Context: an optimization exercise on an open-source flow, tuned for small area, a short achievable clock period and few clock cycles. The choices shown serve that exercise and are no tape-out recipe. RTL that was checked went through simulation tests only; none was proved equivalent to the original. No functional check of the RTL was part of run 1. Power is estimated from default activity; no workload was simulated.

==> flow/design.v, too long to show whole: its modules and the start of the top module <==
// module bkosc: 886 lines
module bkosc (
    input  wire        clk,
    input  wire        rst,
    input  wire        cmd_valid,
    output wire        cmd_ready,
    input  wire [31:0] cmd_data,
    output wire        rsp_valid,
    input  wire        rsp_ready,
    output wire [31:0] rsp_data,
    output wire        pls_valid,
    input  wire        pls_ready,
    output wire [2:0]  pls_chan,
    output wire [31:0] pls_time,
    output wire [31:0] pls_delta
);
  // ...
==> flow/flow/run.sh <==
#!/bin/bash
# Standard ORFS layout, with timing repair aimed at a setup margin below the clock
# period (the SDC and its 15 ns clock are unchanged).
set -euo pipefail
bash standard.sh SETUP_SLACK_MARGIN=${FLOW_SETUP_MARGIN:-11} finish > standard_flow.log 2>&1
==> flow/standard.sh <==
#!/bin/bash
# synth_recipe.tcl (not shown) runs the flow's synth.tcl, then flattens the netlist and writes it again
# the make line also repeats each setting of config.mk as NAME=value (left out here)
make -C /OpenROAD-flow-scripts/flow DESIGN_CONFIG=/design/flow/config.mk WORK_HOME=/design/flow/orfs CLKGATE_MAP_FILE= SYNTH_SCRIPT=/design/flow/synth_recipe.tcl "${@:-finish}"
==> flow/config.mk <==
export PLATFORM = sky130hd
export DESIGN_NAME = bkosc
export DESIGN_NICKNAME = bkosc
export VERILOG_FILES = /design/flow/design.v
export SDC_FILE = /design/flow/constraint.sdc
export NUM_CORES = 4
export LEC_CHECK = 0
export ABC_CLOCK_PERIOD_IN_PS = 4000
export CAP_MARGIN = 20
export CORE_MARGIN = 2
export CORE_UTILIZATION = 40
export PLACE_DENSITY = 0.6
export SLEW_MARGIN = 20
==> flow/constraint.sdc <==
create_clock -name core_clock -period 15.0 [get_ports {clk}]
set_input_delay 3.0000 -clock core_clock [delete_from_list [all_inputs] [get_ports {clk}]]
set_output_delay 3.0000 -clock core_clock [all_outputs]
set_load 0.01 [all_outputs]
==> results.txt, run 1 <==
htree depth=3; post-synthesis sequential area ratio=0.417; Syn Inst Count=roughly 5400; SO Faults=capacitance limit, slew limit; Rel. slew slack=-0.140; CTS Root Cell=clkbuf_16; Peak Freq=approximately 160 MHz; Worst path depth=29; WL/cell=around 26 um; Sequential Power Share=0.298; ranking of synthesized cells by area=edfxtp_1, fa_1, dfxtp_1; max_cap viols=2; vias=approximately 47000; Post-synth EDFFs=about 660; most used cell, CP=fa_2; Worst R2R End=kps[30]; nonclk inv count=approximately 540; top layer in use=met5; DP Area=between 0.05 and 0.06 sq mm; metal2 WL=between 90 and 100 mm; post-synth net total=~6000; CTS Hold Bufs=0; I/O pin cnt=approximately 140; status=failed layout checks; Seq/total area=0.318; Clock buf/inv share=0.0455; worst-case clock skew=between 50 and 60 ps; non-filler instance count after layout=just under 8000; Internal=around 5800 uW; 1st-pass router iterations=10; synth cell count leaders=edfxtp_1, nor2_1, inv_1; R2R Setup Slk=between 8000 and 9000 ps; critical path peak fanout=8; Slew Limit Fails=16; Comb power=around 4000 uW; Crit path max-delay family=compound AO/OA/AOI/OAI gates
==> run 2, diff against run 1 <==
--- a/flow/design.v
+++ b/flow/design.v
@@ -47,18 +47,16 @@
     reg        g_as;        
     reg [14:0] g_am;
     reg [32:0] end_r;
     reg        is_end;
     reg [32:0] t0;
     reg [4:0]  p0;
     reg [14:0] l0;
     reg [3:0]  k0;
-    reg [35:0] kps, kpc;    
-    reg [35:0] k0p;         
     reg        as0;
     reg [14:0] am0;
     reg        m_v;
     reg [2:0]  m_ch;
     reg [31:0] m_t;
     reg        m_s;
     reg [14:0] m_xh, m_yh;   
     reg        m_c15;        
@@ -220,34 +218,33 @@
         case (waveform)
             WF_SQUARE:   begin as_n = ~(p_n[3:0] < duty); am_n = 15'd32767; end
             WF_TRIANGLE: begin as_n = ~tri_i[3];          am_n = tri_m;     end
             WF_NOISE:    begin as_n = ~l_n[0];            am_n = 15'd32767; end
             WF_SAWTOOTH: begin as_n = (p_n[2:0] < 3'd3);  am_n = saw_m;     end
             default:     begin as_n = p_n[4];             am_n = sin_m;     end
         endcase
     end
+    wire [35:0] pp0 = g_k[0] ? {5'd0, period}        : 36'd0;
+    wire [35:0] pp1 = g_k[1] ? {4'd0, period, 1'b0}  : 36'd0;
+    wire [35:0] pp2 = g_k[2] ? {3'd0, period, 2'b0}  : 36'd0;
+    wire [35:0] pp3 = g_k[3] ? {2'd0, period, 3'b0}  : 36'd0;
     wire [35:0] tx  = {3'd0, g_t};
     wire [35:0] ne  = ~{3'd0, (r_st == R_GEN) ? end_r : endv};
-    wire [35:0] a1 = tx ^ kps ^ kpc;
-    wire [35:0] b1 = {(tx[34:0] & kps[34:0]) | (tx[34:0] & kpc[34:0]) | (kps[34:0] & kpc[34:0]), 1'b0};
-    wire [35:0] t_n = a1 + b1;
-    wire [35:0] a2 = a1 ^ b1 ^ ne;
-    wire [35:0] b2 = {(a1[34:0] & b1[34:0]) | (a1[34:0] & ne[34:0]) | (b1[34:0] & ne[34:0]), 1'b1};
-    wire [35:0] d_n = a2 + b2;
+    wire [35:0] a1 = pp0 ^ pp1 ^ pp2;
+    wire [35:0] b1 = {(pp0[34:0] & pp1[34:0]) | (pp0[34:0] & pp2[34:0]) | (pp1[34:0] & pp2[34:0]), 1'b0};
+    wire [35:0] a2 = pp3 ^ tx ^ a1;
+    wire [35:0] b2 = {(pp3[34:0] & tx[34:0]) | (pp3[34:0] & a1[34:0]) | (tx[34:0] & a1[34:0]), 1'b0};
+    wire [35:0] a3 = a2 ^ b2 ^ b1;
+    wire [35:0] b3 = {(a2[34:0] & b2[34:0]) | (a2[34:0] & b1[34:0]) | (b2[34:0] & b1[34:0]), 1'b0};
+    wire [35:0] t_n = a3 + b3;
+    wire [35:0] a4 = a3 ^ b3 ^ ne;
+    wire [35:0] b4 = {(a3[34:0] & b3[34:0]) | (a3[34:0] & ne[34:0]) | (b3[34:0] & ne[34:0]), 1'b1};
+    wire [35:0] d_n = a4 + b4;
     wire        ex_n = d_n[35];
-    wire [3:0]  kn_eff = g_tail ? 4'd1 : k_n;
-    wire [35:0] qq0 = kn_eff[0] ? {5'd0, period}        : 36'd0;
-    wire [35:0] qq1 = kn_eff[1] ? {4'd0, period, 1'b0}  : 36'd0;
-    wire [35:0] qq2 = kn_eff[2] ? {3'd0, period, 2'b0}  : 36'd0;
-    wire [35:0] qq3 = kn_eff[3] ? {2'd0, period, 3'b0}  : 36'd0;
-    wire [35:0] c1a = qq0 ^ qq1 ^ qq2;
-    wire [35:0] c1b = {(qq0[34:0] & qq1[34:0]) | (qq0[34:0] & qq2[34:0]) | (qq1[34:0] & qq2[34:0]), 1'b0};
-    wire [35:0] kns = c1a ^ c1b ^ qq3;
-    wire [35:0] knc = {(c1a[34:0] & c1b[34:0]) | (c1a[34:0] & qq3[34:0]) | (c1b[34:0] & qq3[34:0]), 1'b0};
     wire [14:0] mm_a = g_am;
     wire [14:0] mm_b = vol_cur;
     wire mm_n1 = (mm_a[0] & mm_b[13]) ^ (mm_a[1] & mm_b[12]);
     wire mm_n2 = (mm_a[0] & mm_b[13]) & (mm_a[1] & mm_b[12]);
     wire mm_n3 = (mm_a[0] & mm_b[14]) ^ (mm_a[1] & mm_b[13]) ^ (mm_a[2] & mm_b[12]);
     wire mm_n4 = ((mm_a[0] & mm_b[14]) & (mm_a[1] & mm_b[13])) | ((mm_a[0] & mm_b[14]) & (mm_a[2] & mm_b[12])) | ((mm_a[1] & mm_b[13]) & (mm_a[2] & mm_b[12]));
     wire mm_n5 = (mm_a[3] & mm_b[11]) ^ (mm_a[4] & mm_b[10]);
     wire mm_n6 = (mm_a[3] & mm_b[11]) & (mm_a[4] & mm_b[10]);
@@ -754,65 +751,55 @@
                 m_s    <= g_as;
                 m_xh   <= mm_x[29:15];
                 m_yh   <= mm_y[29:15];
                 m_c15  <= prod_lo[15];
                 m_lonz <= (prod_lo[14:0] != 15'd0);
             end
             if (r_st != R_GEN) begin
                 g_k  <= k_n;
-                kps  <= kns;
-                kpc  <= knc;
                 g_as <= as_n;
                 g_am <= am_n;
             end
             if (r_st != R_GEN) vol_cur <= volume[0];
             if (gen_step && !ex_n && !fin_eff) vol_cur <= volume[g_ch + 3'd1];
             if (gen_step) begin
                 if (ex_n) begin
                     g_t  <= t_n[32:0];
                     g_p  <= p_n;
                     g_l  <= l_n;
-                    g_k  <= kn_eff;
-                    kps  <= kns;
-                    kpc  <= knc;
+                    g_k  <= g_tail ? 4'd1 : k_n;
                     g_as <= as_n;
                     g_am <= am_n;
                 end else if (!fin_eff) begin
                     g_ch    <= g_ch + 3'd1;
                     g_final <= ({1'b0, g_ch} + 4'd2 == nch);
                     g_tail  <= 1'b0;
                     if (r_st == R_GEN) begin
                         g_t  <= t0;
                         g_p  <= p0;
                         g_l  <= l0;
                         g_k  <= k0;
-                        kps  <= k0p;
-                        kpc  <= 36'd0;
                         g_as <= as0;
                         g_am <= am0;
                     end else begin
                         g_k  <= g_k;
-                        kps  <= kps;
-                        kpc  <= kpc;
                         g_as <= g_as;
                         g_am <= g_am;
                     end
                 end else if (g_k == 4'd1) begin
                     g_t  <= t_n[32:0];
                     g_p  <= p_n;
                     g_l  <= l_n;
                     g_ch   <= 3'd0;
                     g_tail <= 1'b0;
                     r_st   <= R_FIN;
                 end else begin
                     g_tail <= 1'b1;
                     g_k    <= 4'd1;
-                    kps    <= {5'd0, period};
-                    kpc    <= 36'd0;
                 end
             end
             if (r_st == R_FIN) begin
                 r_st <= R_IDLE;
                 if (is_end) g_t[32:20] <= t_adj;
             end
             if (exec && !hdr_bad) begin
                 case (op)
@@ -840,17 +827,16 @@
                                 is_end  <= (op == OP_END);
                                 end_r   <= endv;
                                 if (!(ex_n == 1'b0 && nch != 4'd1))
                                     g_final <= (nch == 4'd1);
                                 t0      <= g_t;
                                 p0      <= g_p;
                                 l0      <= g_l;
                                 k0      <= g_k;
-                                k0p     <= kps + kpc;
                                 as0     <= g_as;
                                 am0     <= g_am;
                             end else if (op == OP_END)
                                 g_t[32:20] <= t_adj;
                         end
                     end
                     OP_RESET: begin
                         g_t <= 33'd0;
==> flow/flow/run.sh (replaced) <==
#!/bin/bash
# Standard ORFS layout, with timing repair aimed at a setup margin below the clock
# period (the SDC and its 15 ns clock are unchanged).
set -euo pipefail
bash standard.sh SETUP_SLACK_MARGIN=${FLOW_SETUP_MARGIN:-10} finish > standard_flow.log 2>&1
==> run 2 against run 1 <==
Effect of this change: now clean on timing, DRC and antenna; total power fell by 14%; worst setup slack improved by 460 ps; count of clock-buffer cells in the layout grew 1; flip-flop and latch count fell by 108; critical path depth is 4 lower; final cell count shrank 16%; combinational power fell by 14%; critical path type unchanged; largest power group unchanged.
==> results.txt, run 2 <==
Crit path max-delay family=adder cells (was compound AO/OA/AOI/OAI gates); Synth top area share=0.346 (was 0.358); RSZ-0062 raised after global routing=true (unchanged); crit path launch=g_k[2] (was q_v); Rel. slew slack=0.173 (was -0.140); area grow syn2layout=22.7% (was 31.7%); most frequent cell after synthesis=edfxtp_1 (unchanged); clock latency on the worst-skew pair=700 ps (was 750 ps); distinct cell type count after synthesis=100 (was 105); residual DRC count=0 (unchanged); Tmin final=5750 ps (was 6210 ps); Crit path required time=15420 ps (was 15470 ps); pre-CTS setup slack=7900 ps (was 7880 ps); initial antenna violation count=3 (was 9); FF+latch count, synth=721 (was 829); Max IR drop VDD=0.150 mV (was 0.169 mV); CP max-delay cell=fa_1 (was or4_4); Synth Area per Inst=10.5 sq um (was 10.3 sq um); vias=37400 (was 47000); WP buf/inv=9 (was 5); Slew Limit Fails=0 (was 16); PortBufs=138 (unchanged); Top FF cell, synth=edfxtp_1 (unchanged); critical path peak fanout=6 (was 8); Post-synth EDFFs=556 (was 664); share of layout cells above drive strength 1=0.194 (was 0.299); Largest register FFs=128 (unchanged); Total GRT Usage=0.252 (was 0.272); setup slack after layout=9250 ps (was 8790 ps); setup tns final=0 ps (unchanged); htree depth=3 (unchanged); crit share post-route=0.383 (was 0.414); worst-case clock skew=43.7 ps (was 50.9 ps); Yosys top cell by area=edfxtp_1 (unchanged); core box area=0.120 sq mm (was 0.138 sq mm); Syn Inst Count=4616 (was 5390); Vias/cell=5.71 (was 6.01); Sw Ratio=0.363 (was 0.366); DR iter-0 viols=3445 (was 5598); critical path class=reg -> reg (unchanged); Routed Wire Length=156 mm (was 206 mm); post-synth net total=5156 (was 5967); Overflow after GRT=0 (unchanged); synth cell count leaders=edfxtp_1, inv_1, nor2_1 (was edfxtp_1, nor2_1, inv_1); clock slew at the register clock pins of the worst setup and hold paths=60 ps (was 70 ps); leak pwr=0.0230 uW (was 0.0287 uW); asr flop ratio synth=0 (unchanged); die area=0.123 sq mm (was 0.142 sq mm); Gate power share=0.429 (was 0.428); Worst setup EP type=flip-flop (unchanged); worst r2r src=g_k[2] (was q_v); gpl congestion=0.911 (was 0.922); vias in the first global route=37700 (was 44800); global-route wire length before repair=235 mm (was 291 mm); Largest stage delay, worst path=550 ps (was 570 ps); commonest cells after routing, fill and taps aside=edfxtp_1, inv_1, nor2_1 (unchanged); setup violators final=0 (unchanged); Die Span Y=351 um (was 377 um); die width=351 um (was 377 um); CTS Hold Bufs=0 (unchanged); DP Wirelength=103 mm (was 125 mm); Most flops, register=last (unchanged); nets@finish=5414 (was 6521); Peak Freq=174 MHz (was 161 MHz); clock share of power=0.267 (was 0.274); TritonCTS clock tree=built (unchanged); hold_sp=m_t[17] (was m_t[24]); PwrDens=133 mW/mm^2 (was 125 mW/mm^2); largest buffer count on any clock path=3 (unchanged); WL/cell=23.8 um (was 26.3 um); FP Rows=127 (was 136); I/O pin cnt=139 (unchanged); CTS Root Cell=clkbuf_16 (unchanged); Mapped Area=0.0482 sq mm (was 0.0557 sq mm); total clock sinks=721 (was 829); Sequential Power Share=0.304 (was 0.298); largest registers=last: 128 flops, volume: 120 flops (unchanged); post-synthesis sequential area ratio=0.415 (was 0.417); switching power=2850 uW (was 3360 uW); initial core utilization=0.403 (was 0.404); commonest non-fill, non-tap cell in the layout=edfxtp_1 (unchanged); final hold viol count=0 (unchanged); ant diodes=0 (was 1); pin count of the biggest net entering global routing=85 (was 69); Hold Crit Class=reg -> reg (unchanged); Internal=5000 uW (was 5810 uW); Critical Path Source Type=flip-flop (unchanged); ANT nets after route=0 (unchanged); synth warn=1 (unchanged); max_cap viols=0 (was 2); 1st-pass router iterations=6 (was 10); ranking of synthesized cells by area=edfxtp_1, fa_1, dfxtp_1 (unchanged); number of buffers created by CTS=83 (was 95); status=timing/DRC/antenna clean (was failed layout checks); worst slew pin tran=1230 ps (was 1710 ps); critical path arrival=6170 ps (was 6680 ps)
==> run 2: changes by cell type in the layout (fill, tap and decap cells not counted), moves of 36 or more <==
cell | previous run | this run
fa_1 | 229 | 281
a22oi_1 | 14 | 50
buf_6 | 141 | 38
edfxtp_1 | 664 | 556
buf_12 | 83 | 28
fa_2 | 73 | 16
clkdlybuf4s50_1 | 25 | 135
a211oi_1 | 56 | 18
o21ai_1 | 91 | 47
buf_4 | 305 | 176
buf_2 | 79 | 0
nor2_4 | 75 | 27
==> run 2: cell families (layout without fill, tap and decap cells) <==
family	Yosys count	count (layout)	synth area share
AND/OR/NAND/NOR	1473	1484	0.144
multiplexers	193	193	0.0647
buffers and inverters	721	1037	0.0579
AO/OA/AOI/OAI	884	886	0.120
adder cells (fa/ha/maj)	503	503	0.177
XOR/XNOR	121	121	0.0221
flip-flops	721	721	0.415
==> run 2: power groups by stage <==
stage | Sequential [uW] | Clock [uW] | Combinational [uW]
global placement | 2430 | 0 | 2340
finish | 2390 | 2090 | 3370
global route | 2400 | 2200 | 3700
floorplan | 2420 | 0 | 1710
detailed placement | 2430 | 0 | 2390
CTS | 2390 | 2130 | 3090
==> run 2: repair_timing <==
action	in CTS	in global routing
gates resized for setup	333	130
endpoints found under the hold margin	0	0
gates cloned	27	3
endpoints found under the setup margin	363	326
buffers inserted	154	36
pin swaps	135	79
==> run 2: area by class of cell <==
type	instances	area (sq um)
Fill cell	10800	60600
Multi-Input combinational cell	3187	28200
Sequential cell	721	20000
Timing Repair Buffer	407	4350
Clock buffer	119	2380
Tap cell	1612	2020
Inverter	474	1790
Clock inverter	37	443
==> run 2: metrics by stage <==
stage / util / total power, uW / hold WS (ps) / cells / cell area [sq um]
finish: 0.494 / 7850 / 415 / 6557 / 59200
global route: 0.494 / 8300 / 424 / 6557 / 59200
CTS: 0.485 / 7600 / 414 / 6516 / 58100
detailed placement: 0.433 / 4820 / 405 / 6179 / 51800
global placement: 0.433 / 4770 / 402 / 6179 / 51800
floorplan: - / 4140 / 400 / 4616 / 49300
==> run 2: path summary, 6_finish.rpt <==
kind | end | slack (ps) | cells past startpoint
setup / recovery | g_final | 9250 | 25
hold / removal | o_t[17] | 410 | 0
setup reg to reg | g_final | 9250 | 25
hold reg to reg | o_t[17] | 410 | 0
==> run 2: per-layer routing <==
layer,global-route usage,share of wire,up-vias
li1,-,-,16800
met1,0.342,0.42,18900
met2,0.405,0.47,1465
met3,0.0372,0.074,280
met4,0.0985,0.040,4
met5,0,0.00015,-
Testbench counts of run 2, summed over its fixed seeds: cycles 48,118.

==> separate check: timing with driven ports <==
The flow's constraints put no driver on any port. The routed layouts listed below were extracted and timed again, unchanged, in two steps.
Step 1, drivers: a clkbuf_16 drives clk and a buf_2 each remaining input, both assumed.
Step 2 times the ports against the registers' clock, not the clock port: input delays grow and output delays shrink by t, the midpoint of the rising clock arrivals with the driver on.
Slacks: no drivers / after step 1 / after step 2; pairs: no drivers / after step 1.
run | shift t [ns] | setup slack, ns | cell pins on the clock port's net
run 1 | 0.795 | 8.789 / 8.789 / 8.789 | 1
run 2 | 0.757 | 9.250 / 9.250 / 9.247 | 1
For run 2, which loses most, drivers alone change the setup slack by 0.000 ns; drivers and shift together by -0.003 ns.
